From an optimization exercise on the open Yosys and OpenROAD flow, aimed at small area, a short achievable clock period and few clock cycles; shortcuts taken in it are not production practice.
Only simulation tests tie the RTL to the original design; equivalence was not proved.
Power is estimated from default activity; no workload was simulated.

$ cat config.mk
export PLATFORM = sky130hd
export DESIGN_NAME = dither_core
export DESIGN_NICKNAME = dither_core
export VERILOG_FILES = /design/flow/design.v
export SDC_FILE = /design/flow/constraint.sdc
export NUM_CORES = 4
export LEC_CHECK = 0
export CAP_MARGIN = 20
export CORE_MARGIN = 2
export CORE_UTILIZATION = 40
export SLEW_MARGIN = 20
$ cat constraint.sdc
create_clock -name core_clock -period 30.0 [get_ports {clk}]
set_input_delay 6.0000 -clock core_clock [delete_from_list [all_inputs] [get_ports {clk}]]
set_output_delay 6.0000 -clock core_clock [all_outputs]
set_load 0.01 [all_outputs]
$ cat design.v
module dc_truncate (
    input  wire [7:0] r,
    input  wire [7:0] g,
    input  wire [7:0] b,
    output wire [7:0] idx
);
    function [2:0] lvl;
        input [7:0] c;
        begin
            if (c <= 8'd25)       lvl = 3'd0;
            else if (c <= 8'd76)  lvl = 3'd1;
            else if (c <= 8'd127) lvl = 3'd2;
            else if (c <= 8'd178) lvl = 3'd3;
            else if (c <= 8'd229) lvl = 3'd4;
            else                  lvl = 3'd5;
        end
    endfunction
    function [7:0] gray_val;
        input [4:0] k;
        begin
            case (k)
                5'd0:  gray_val = 8'd0;
                5'd1:  gray_val = 8'd11;
                5'd2:  gray_val = 8'd21;
                5'd3:  gray_val = 8'd32;
                5'd4:  gray_val = 8'd43;
                5'd5:  gray_val = 8'd53;
                5'd6:  gray_val = 8'd64;
                5'd7:  gray_val = 8'd74;
                5'd8:  gray_val = 8'd85;
                5'd9:  gray_val = 8'd96;
                5'd10: gray_val = 8'd106;
                5'd11: gray_val = 8'd117;
                5'd12: gray_val = 8'd128;
                5'd13: gray_val = 8'd138;
                5'd14: gray_val = 8'd149;
                5'd15: gray_val = 8'd159;
                5'd16: gray_val = 8'd170;
                5'd17: gray_val = 8'd181;
                5'd18: gray_val = 8'd191;
                5'd19: gray_val = 8'd202;
                5'd20: gray_val = 8'd213;
                5'd21: gray_val = 8'd223;
                5'd22: gray_val = 8'd234;
                default: gray_val = 8'd244;
            endcase
        end
    endfunction
    function [17:0] dist2;
        input [7:0] r1, g1, b1, r2, g2, b2;
        reg [15:0] dr, dg, db;
        begin
            dr = {8'd0, (r1 > r2) ? (r1 - r2) : (r2 - r1)};
            dg = {8'd0, (g1 > g2) ? (g1 - g2) : (g2 - g1)};
            db = {8'd0, (b1 > b2) ? (b1 - b2) : (b2 - b1)};
            dist2 = {2'b00, dr * dr} + {2'b00, dg * dg} + {2'b00, db * db};
        end
    endfunction
    wire [23:0] luma_sum = 24'd13933 * r + 24'd46871 * g + 24'd4732 * b;
    wire [7:0]  luma     = luma_sum[23:16];
    wire [11:0] gk_full = ({4'b0000, luma} * 12'd8 + 12'd42) / 12'd85;
    wire [4:0]  gk      = (gk_full > 12'd23) ? 5'd23 : gk_full[4:0];
    wire [7:0]  gv      = gray_val(gk);
    wire [7:0]  gidx    = 8'd232 + {3'b000, gk};
    wire [2:0] rr = lvl(r);
    wire [2:0] gr = lvl(g);
    wire [2:0] br = lvl(b);
    wire [7:0] cidx = 8'd16 + 8'd36 * rr + 8'd6 * gr + {5'b00000, br};
    wire [7:0] cr = 8'd51 * rr;
    wire [7:0] cg = 8'd51 * gr;
    wire [7:0] cb = 8'd51 * br;
    wire [17:0] dc = dist2(r, g, b, cr, cg, cb);
    wire [17:0] dg = dist2(r, g, b, gv, gv, gv);
    assign idx = (dg < dc) ? gidx : cidx;
endmodule
module dither_core (
    input  wire        clk,
    input  wire        rst,           
    input  wire        start,         
    input  wire [1:0]  op,            
    input  wire [15:0] width,
    input  wire [15:0] height,
    input  wire [15:0] stride,
    input  wire [15:0] src_base,
    input  wire [15:0] dbuf_base,
    input  wire [7:0]  qstep,
    input  wire        dout,
    output reg         busy,
    output reg         done,          
    output reg  [2:0]  err_code,      
    output reg         mem_req,
    output reg         mem_we,
    output reg  [15:0] mem_addr,
    output reg  [7:0]  mem_wdata,
    input  wire [7:0]  mem_rdata
);
    localparam OP_LOADGRAY = 2'd0;
    localparam OP_MAP256   = 2'd1;
    localparam OP_DITHER   = 2'd2;
    localparam E_NONE    = 3'd0;
    localparam E_ILLEGAL = 3'd1;
    localparam E_PRECOND = 3'd3;
    localparam E_BUS     = 3'd6;
    localparam E_CONFIG  = 3'd7;
    localparam S_IDLE   = 5'd0;
    localparam S_CHECK  = 5'd1;
    localparam S_FINISH = 5'd2;
    localparam S_L_RD   = 5'd3;
    localparam S_L_WR   = 5'd4;
    localparam S_M_RD0  = 5'd5;
    localparam S_M_RD1  = 5'd6;
    localparam S_M_RD2  = 5'd7;
    localparam S_M_CAP  = 5'd8;
    localparam S_M_CALC = 5'd9;
    localparam S_M_WR   = 5'd10;
    localparam S_D_RD   = 5'd11;
    localparam S_D_CALC = 5'd12;
    localparam S_D_WR   = 5'd13;
    localparam S_D_NSEL = 5'd14;
    localparam S_D_NRD  = 5'd15;
    localparam S_D_NWR  = 5'd16;
    localparam S_NEXT   = 5'd17;
    localparam S_L_WAIT = 5'd18;
    localparam S_D_WAIT = 5'd19;
    reg [4:0]  state;
    reg [1:0]  c_op;
    reg [15:0] c_w, c_h, c_stride, c_src, c_dbuf;
    reg [7:0]  c_n;
    reg        c_dout;
    reg [15:0] row, col;
    reg [15:0] src_row;      
    reg [15:0] dbuf_row;     
    reg [15:0] src_pix;      
    reg [7:0]  cr, cg, cb;
    reg [7:0]  pix_out;
    reg signed [8:0] err;
    reg [1:0]  nb;           
    wire [1:0]  ch       = (c_op == OP_MAP256) ? 2'd3 : 2'd1;
    wire [32:0] wh       = c_w * c_h;
    wire [32:0] dbr_end  = {17'd0, c_dbuf} + wh;
    wire [15:0] hm1      = c_h - 16'd1;
    wire [32:0] src_end  = {17'd0, c_src} + hm1 * c_stride + c_w * ch;
    wire        wh_zero  = (c_w == 16'd0) || (c_h == 16'd0);
    wire        overlap  = ({17'd0, c_src} < dbr_end) && ({17'd0, c_dbuf} < src_end);
    wire        dbr_bus  = dbr_end > 33'h10000;
    wire        src_bus  = src_end > 33'h10000;
    reg  [2:0]  chk_err;
    always @(*) begin
        chk_err = E_NONE;
        case (c_op)
            OP_LOADGRAY, OP_MAP256: begin
                if (wh_zero || overlap)      chk_err = E_CONFIG;
                else if (src_bus || dbr_bus) chk_err = E_BUS;
            end
            OP_DITHER: begin
                if (c_n == 8'd0)             chk_err = E_PRECOND;
                else if (wh_zero)            chk_err = E_CONFIG;
                else if (dbr_bus)            chk_err = E_BUS;
            end
            default:                         chk_err = E_ILLEGAL;
        endcase
    end
    wire [7:0] trunc_idx;
    dc_truncate u_trunc (.r(cr), .g(cg), .b(cb), .idx(trunc_idx));
    wire [7:0]  old   = mem_rdata;
    wire [7:0]  q0    = old / c_n;
    wire [7:0]  rem   = old % c_n;
    wire [7:0]  q     = q0 + (({1'b0, rem, 1'b0} >= {2'b00, c_n}) ? 8'd1 : 8'd0);
    wire [15:0] deq   = q * c_n;
    wire signed [16:0] err_full = $signed({9'd0, old}) - $signed({1'b0, deq});
    wire [7:0]  dq_out = (deq > 16'd255) ? 8'd255 : deq[7:0];
    reg  [3:0]  weight;
    always @(*) begin
        case (nb)
            2'd0:    weight = 4'd7;
            2'd1:    weight = 4'd3;
            2'd2:    weight = 4'd5;
            default: weight = 4'd1;
        endcase
    end
    wire signed [13:0] prod     = err * $signed({1'b0, weight});
    wire        [13:0] prod_mag = prod[13] ? -prod : prod;
    wire        [9:0]  t_mag    = prod_mag[13:4];
    wire signed [10:0] term     = prod[13] ? -$signed({1'b0, t_mag}) : $signed({1'b0, t_mag});
    wire signed [11:0] nsum     = $signed({4'd0, mem_rdata}) + term;
    wire [7:0]  nsat = nsum[11] ? 8'd0 : ((nsum > 12'sd255) ? 8'd255 : nsum[7:0]);
    wire last_col = (col + 16'd1 == c_w);
    wire last_row = (row + 16'd1 == c_h);
    reg  nb_ok;
    always @(*) begin
        case (nb)
            2'd0:    nb_ok = !last_col;
            2'd1:    nb_ok = !last_row && (col != 16'd0);
            2'd2:    nb_ok = !last_row;
            default: nb_ok = !last_row && !last_col;
        endcase
    end
    wire [15:0] pix_addr = dbuf_row + col;
    reg  [15:0] nb_addr;
    always @(*) begin
        case (nb)
            2'd0:    nb_addr = pix_addr + 16'd1;
            2'd1:    nb_addr = pix_addr + c_w - 16'd1;
            2'd2:    nb_addr = pix_addr + c_w;
            default: nb_addr = pix_addr + c_w + 16'd1;
        endcase
    end
    always @(posedge clk) begin
        if (rst) begin
            state     <= S_IDLE;
            busy      <= 1'b0;
            done      <= 1'b0;
            err_code  <= E_NONE;
            mem_req   <= 1'b0;
            mem_we    <= 1'b0;
            mem_addr  <= 16'd0;
            mem_wdata <= 8'd0;
            c_op      <= 2'd0;
            c_w       <= 16'd0;
            c_h       <= 16'd0;
            c_stride  <= 16'd0;
            c_src     <= 16'd0;
            c_dbuf    <= 16'd0;
            c_n       <= 8'd0;
            c_dout    <= 1'b0;
            row       <= 16'd0;
            col       <= 16'd0;
            src_row   <= 16'd0;
            dbuf_row  <= 16'd0;
            src_pix   <= 16'd0;
            cr        <= 8'd0;
            cg        <= 8'd0;
            cb        <= 8'd0;
            pix_out   <= 8'd0;
            err       <= 9'sd0;
            nb        <= 2'd0;
        end else begin
            done    <= 1'b0;
            mem_req <= 1'b0;
            mem_we  <= 1'b0;
            case (state)
                S_IDLE: begin
                    if (start) begin
                        c_op     <= op;
                        c_w      <= width;
                        c_h      <= height;
                        c_stride <= stride;
                        c_src    <= src_base;
                        c_dbuf   <= dbuf_base;
                        c_n      <= qstep;
                        c_dout   <= dout;
                        busy     <= 1'b1;
                        state    <= S_CHECK;
                    end
                end
                S_CHECK: begin
                    row      <= 16'd0;
                    col      <= 16'd0;
                    src_row  <= c_src;
                    dbuf_row <= c_dbuf;
                    src_pix  <= c_src;
                    if (chk_err != E_NONE) begin
                        err_code <= chk_err;
                        state    <= S_FINISH;
                    end else begin
                        err_code <= E_NONE;
                        case (c_op)
                            OP_LOADGRAY: state <= S_L_RD;
                            OP_MAP256:   state <= S_M_RD0;
                            default:     state <= S_D_RD;
                        endcase
                    end
                end
                S_L_RD: begin
                    mem_req  <= 1'b1;
                    mem_addr <= src_pix;
                    state    <= S_L_WAIT;
                end
                S_L_WAIT: begin
                    state    <= S_L_WR;
                end
                S_L_WR: begin
                    mem_req   <= 1'b1;
                    mem_we    <= 1'b1;
                    mem_addr  <= pix_addr;
                    mem_wdata <= mem_rdata;
                    state     <= S_NEXT;
                end
                S_M_RD0: begin
                    mem_req  <= 1'b1;
                    mem_addr <= src_pix;
                    state    <= S_M_RD1;
                end
                S_M_RD1: begin
                    mem_req  <= 1'b1;
                    mem_addr <= src_pix + 16'd1;
                    state    <= S_M_RD2;
                end
                S_M_RD2: begin
                    cr       <= mem_rdata;
                    mem_req  <= 1'b1;
                    mem_addr <= src_pix + 16'd2;
                    state    <= S_M_CAP;
                end
                S_M_CAP: begin
                    cg    <= mem_rdata;
                    state <= S_M_CALC;
                end
                S_M_CALC: begin
                    cb    <= mem_rdata;
                    state <= S_M_WR;
                end
                S_M_WR: begin
                    mem_req   <= 1'b1;
                    mem_we    <= 1'b1;
                    mem_addr  <= pix_addr;
                    mem_wdata <= trunc_idx;
                    state     <= S_NEXT;
                end
                S_D_RD: begin
                    mem_req  <= 1'b1;
                    mem_addr <= pix_addr;
                    state    <= S_D_WAIT;
                end
                S_D_WAIT: begin
                    state    <= S_D_CALC;
                end
                S_D_CALC: begin
                    err     <= err_full[8:0];
                    pix_out <= c_dout ? dq_out : q;
                    state   <= S_D_WR;
                end
                S_D_WR: begin
                    mem_req   <= 1'b1;
                    mem_we    <= 1'b1;
                    mem_addr  <= pix_addr;
                    mem_wdata <= pix_out;
                    nb        <= 2'd0;
                    state     <= S_D_NSEL;
                end
                S_D_NSEL: begin
                    if (nb_ok) begin
                        mem_req  <= 1'b1;
                        mem_addr <= nb_addr;
                        state    <= S_D_NRD;
                    end else if (nb == 2'd3) begin
                        state    <= S_NEXT;
                    end else begin
                        nb       <= nb + 2'd1;
                    end
                end
                S_D_NRD: begin
                    state <= S_D_NWR;
                end
                S_D_NWR: begin
                    mem_req   <= 1'b1;
                    mem_we    <= 1'b1;
                    mem_addr  <= nb_addr;
                    mem_wdata <= nsat;
                    if (nb == 2'd3) begin
                        state <= S_NEXT;
                    end else begin
                        nb    <= nb + 2'd1;
                        state <= S_D_NSEL;
                    end
                end
                S_NEXT: begin
                    if (last_col) begin
                        col <= 16'd0;
                        if (last_row) begin
                            state <= S_FINISH;
                        end else begin
                            row      <= row + 16'd1;
                            src_row  <= src_row + c_stride;
                            src_pix  <= src_row + c_stride;
                            dbuf_row <= dbuf_row + c_w;
                            case (c_op)
                                OP_LOADGRAY: state <= S_L_RD;
                                OP_MAP256:   state <= S_M_RD0;
                                default:     state <= S_D_RD;
                            endcase
                        end
                    end else begin
                        col     <= col + 16'd1;
                        src_pix <= src_pix + {14'd0, ch};
                        case (c_op)
                            OP_LOADGRAY: state <= S_L_RD;
                            OP_MAP256:   state <= S_M_RD0;
                            default:     state <= S_D_RD;
                        endcase
                    end
                end
                S_FINISH: begin
                    busy  <= 1'b0;
                    done  <= 1'b1;
                    state <= S_IDLE;
                end
                default: state <= S_IDLE;
            endcase
        end
    end
endmodule
$ cat run.sh
#!/bin/bash
# synth_recipe.tcl (not shown) runs the flow's synth.tcl, then flattens the netlist and writes it again
# the make line also repeats each setting of config.mk as NAME=value (left out here)
make -C /OpenROAD-flow-scripts/flow DESIGN_CONFIG=/design/flow/config.mk WORK_HOME=/design/flow/orfs CLKGATE_MAP_FILE= SYNTH_SCRIPT=/design/flow/synth_recipe.tcl finish
==> qor.yml <==
clock_path_buffers: 3
critPathMaxStageDelay_ns: 0.55
grt_start_max_net_pins: 92
fin_cells: 10250
powerDensity_mw_per_mm2: 114
stdcell_area_mm2: 0.0710
dp_slack_ns: 0.698
worst-r2r-cell-count: 124
start_util_pct: 40.3
synth_seq_cells: 250
drt.antenna.violating_nets: 0
status: "finished clean"
io_pins: 133
placed_area_mm2: 0.0696
slowest_stage: "fa_1"
die_area_mm2: 0.168
max_freq_mhz: 35.3
fp-row-count: 148
syn_avg_cell_area_um2: 8.19
peakVddDrop_mv: 0.555
cts_buffers: 35
cts_tree: "done"
synthCells: 8027
via_count: 54021
clk_pin_slew_worst_paths_ns: 0.06
dieWidth_um: 409
grt_pass1_vias: 56668
start_kind: "register"
dr.pass1.iters: 6
fin_tns_setup_ns: 0
coreArea_mm2: 0.163
cts-root-buf: "clkbuf_16"
finalSetupViolCount: 0
synth-edff-count: 0
ys_types: 103
grt_use_total_pct: 22.9
port_buffers: 132
grt-ovfl-total: 0
dp_cells: 10177
vias_per_cell: 5.27
clock_latency_ns: 0.58
synthToLayoutAreaGrowth_pct: 8.07
multi_input_area_mm2: 0.0545
synth_ff_type: "dfxtp_1"
fillerInstances: 16280
slew_headroom_pct: 24.8
async_reset_ff_share_pct: 0
worstPathRequired_ns: 30.45
hold_path_end: "pix_out[6]$_SDFFE_PP0P_"
wl_per_cell_um: 18.5
endpoint_kind: "register"
hold_violations: 0
grt_setup_unrepaired: "no"
finish.utilization_pct: 43.6
hold_path_depth: 2
r2r_slack_ns: 1.69
cp.arrival_ns: 28.76
max-cap-violations: 0
whs_ns: 0.452
period_needed_ns: 28.31
grt_pass1_wl_mm: 309
r2r-start: "cr[2]$_SDFFE_PP0P_"
drt-initial-drc-count: 2950
routed_wl_mm: 190
antenna_found_initial: 6
hold_class: "register to register"
ff_latch_area_mm2: 0.00501
worstMarginPinSlew_ns: 1.12
place_hpwl_mm: 155
cp_max_fo: 10
drive_gt1_share_pct: 3.91
min_from: "pix_out[6]$_SDFFE_PP0P_"
cts_max_level: 2
drc_errors: 0
leakagePower_nw: 35.5
yosys_warnings: 2
maxSlewViolCount: 0
syn-cell-area_mm2: 0.0657
r2r-end: "mem_wdata[4]$_SDFFE_PP0P_"
die-height_um: 409
final_common_cell: "inv_1"
ys_seq_area_share_pct: 7.61
final_cell_mix: "1,470 x inv_1, 995 x ha_1, 872 x nand2_1, 872 x fa_1, 525 x a21oi_1"
path_class: "register to register"
fin_skew_ns: 0.0247
nets: 10022
cts_sinks: 250
worst_slack_ns: 1.69
place.gp.congestion: 0.966
fin_crit_sh_pct: 94.4
power.total_mw: 8.07
-- what timing repair did --
item / 4_1_cts / 5_1_grt
hold buffers: 0 / 0
setup endpoints to repair: 0 / 8
endpoints found under the hold margin: 0 / 0
buffers inserted: 0 / 11
gates resized for setup: 0 / 34
-- cells in the mapped netlist (all sizes together) (7+ instances only) --
master / count / share of area [%]
a211o: 12 / 0.16
a2111oi: 10 / 0.14
nand2b: 87 / 0.83
xnor2: 334 / 4.4
a31oi: 21 / 0.25
a221oi: 32 / 0.44
o21a: 48 / 0.55
a21o: 119 / 1.4
o2111ai: 8 / 0.11
mux2: 20 / 0.35
nand3: 97 / 0.75
nand2: 873 / 5.0
o31ai: 29 / 0.33
fa: 872 / 27
or2: 47 / 0.45
o21bai: 135 / 1.5
a22oi: 17 / 0.19
nor2b: 96 / 0.91
a211oi: 47 / 0.55
inv: 1472 / 8.4
nor3: 110 / 0.85
xor2: 111 / 1.5
ha: 997 / 19
clkbuf: 250 / 1.4
and3: 41 / 0.39
or3: 27 / 0.26
mux2i: 72 / 1.1
buf: 25 / 0.16
nor2: 478 / 2.7
a21oi: 534 / 4.1
and2: 228 / 2.2
a311oi: 21 / 0.28
and4: 9 / 0.12
o221ai: 9 / 0.12
o21ai: 225 / 1.7
nor4: 23 / 0.22
or4: 9 / 0.11
nand3b: 19 / 0.22
o211ai: 39 / 0.47
nand4: 47 / 0.45
a222oi: 7 / 0.11
o311ai: 9 / 0.13
a41oi: 7 / 0.093
dfxtp: 250 / 7.6
o22ai: 23 / 0.24
-- cell type report --
cell class,count,area share [%]
Sequential cell,250,7.05
Timing Repair Buffer,244,3.07
Tap cell,2175,3.83
Clock inverter,16,0.241
Antenna cell,1,0.00352
Multi-Input combinational cell,6047,76.7
Clock buffer,44,1.36
Inverter,1473,7.78
-- cell families after synthesis --
logic type	count (synthesis)	share of synthesized area, %
xor gates and xnor gates	445	5.96
adders and majority gates	1869	45.5
muxes	92	1.47
AOI/OAI and AO/OA	1413	13.7
DFF	250	7.61
other	2	0.0114
and+or+nand+nor	2208	15.7
buffers and inverters	1748	10.0
-- per-layer routing --
layer | track usage [%] | share of wire, %
met1 | 29.1 | 43
met2 | 40.7 | 50
met3 | 2.92 | 4.5
met4 | 6.26 | 2.9
met5 | 0 | 0.0063
-- flip-flops by register name, summed over array words and instances, names as in the netlist, 2 cells and up --
name and flops:
src_row 16, mem_addr 16, c_h 16, mem_wdata 8
state 5, dbuf_row 16, c_op 2, c_n 8
src_pix 16, err 9, row 16, err_code 3
cg 8, c_w 16, col 16, cb 8
c_dbuf 16, c_stride 16, pix_out 8, c_src 16
cr 8, nb 2
-- where the power goes --
group,total (mW),leakage [nW],switching (mW),internal (mW)
logic,7.23,32.9,4.20,3.03
clock network,0.425,0.546,0.184,0.241
registers,0.417,2.04,0.0597,0.358
-- critical path, delay by kind of cell (launching register included) --
| kind | cells | cell delay (ns) |
|---|---|---|
| flip-flops | 1 | 0.40 |
| AO/OA/AOI/OAI | 45 | 8.50 |
| AND/OR/NAND/NOR | 22 | 3.75 |
| adder cells (fa/ha/maj) | 29 | 12.18 |
| buffers and inverters | 19 | 1.44 |
| multiplexers | 3 | 0.77 |
| XOR/XNOR | 6 | 1.12 |
-- worst max-delay path by stage --
stage	from	end	slack [ns]	cells after the start
2_1_floorplan	cr[5]$_SDFFE_PP0P_	mem_wdata[5]$_SDFFE_PP0P_	2.40	125
3_3_place_gp	cr[2]$_SDFFE_PP0P_	mem_wdata[4]$_SDFFE_PP0P_	0.87	125
3_5_place_dp	cr[2]$_SDFFE_PP0P_	mem_wdata[4]$_SDFFE_PP0P_	0.70	124
4_1_cts	cr[2]$_SDFFE_PP0P_	mem_wdata[4]$_SDFFE_PP0P_	0.56	124
5_1_grt	cr[2]$_SDFFE_PP0P_	mem_wdata[4]$_SDFFE_PP0P_	0.006	125
6_report	cr[2]$_SDFFE_PP0P_	mem_wdata[4]$_SDFFE_PP0P_	1.69	124
Testbench counts, summed over its fixed seeds: cycles 279,202.

## re-timing with driven ports
How much do the figures lean on ideal ports? The routed layout below was timed once more, with nothing changed but the port constraints.
Step 1: set_driving_cell puts a clkbuf_16 on clk and a buf_2 on each other input, an assumption about the parent block.
Step 2 times the ports against the registers' clock, not the clock port: input delays grow and output delays shrink by t, the midpoint of the rising clock arrivals with the driver on.
Slacks: ideal ports / drivers / drivers and shift; pairs: ideal ports / drivers.
t, ns: 0.639
setup WS [ns]: 1.687 / 1.687 / 1.687
worst setup path at the end: register to register
cell pins on the clock port's net: 1
After both steps this run still meets setup and hold. The setup slack of this run moves by 0.000 ns with the drivers and by 0.000 ns with both steps.
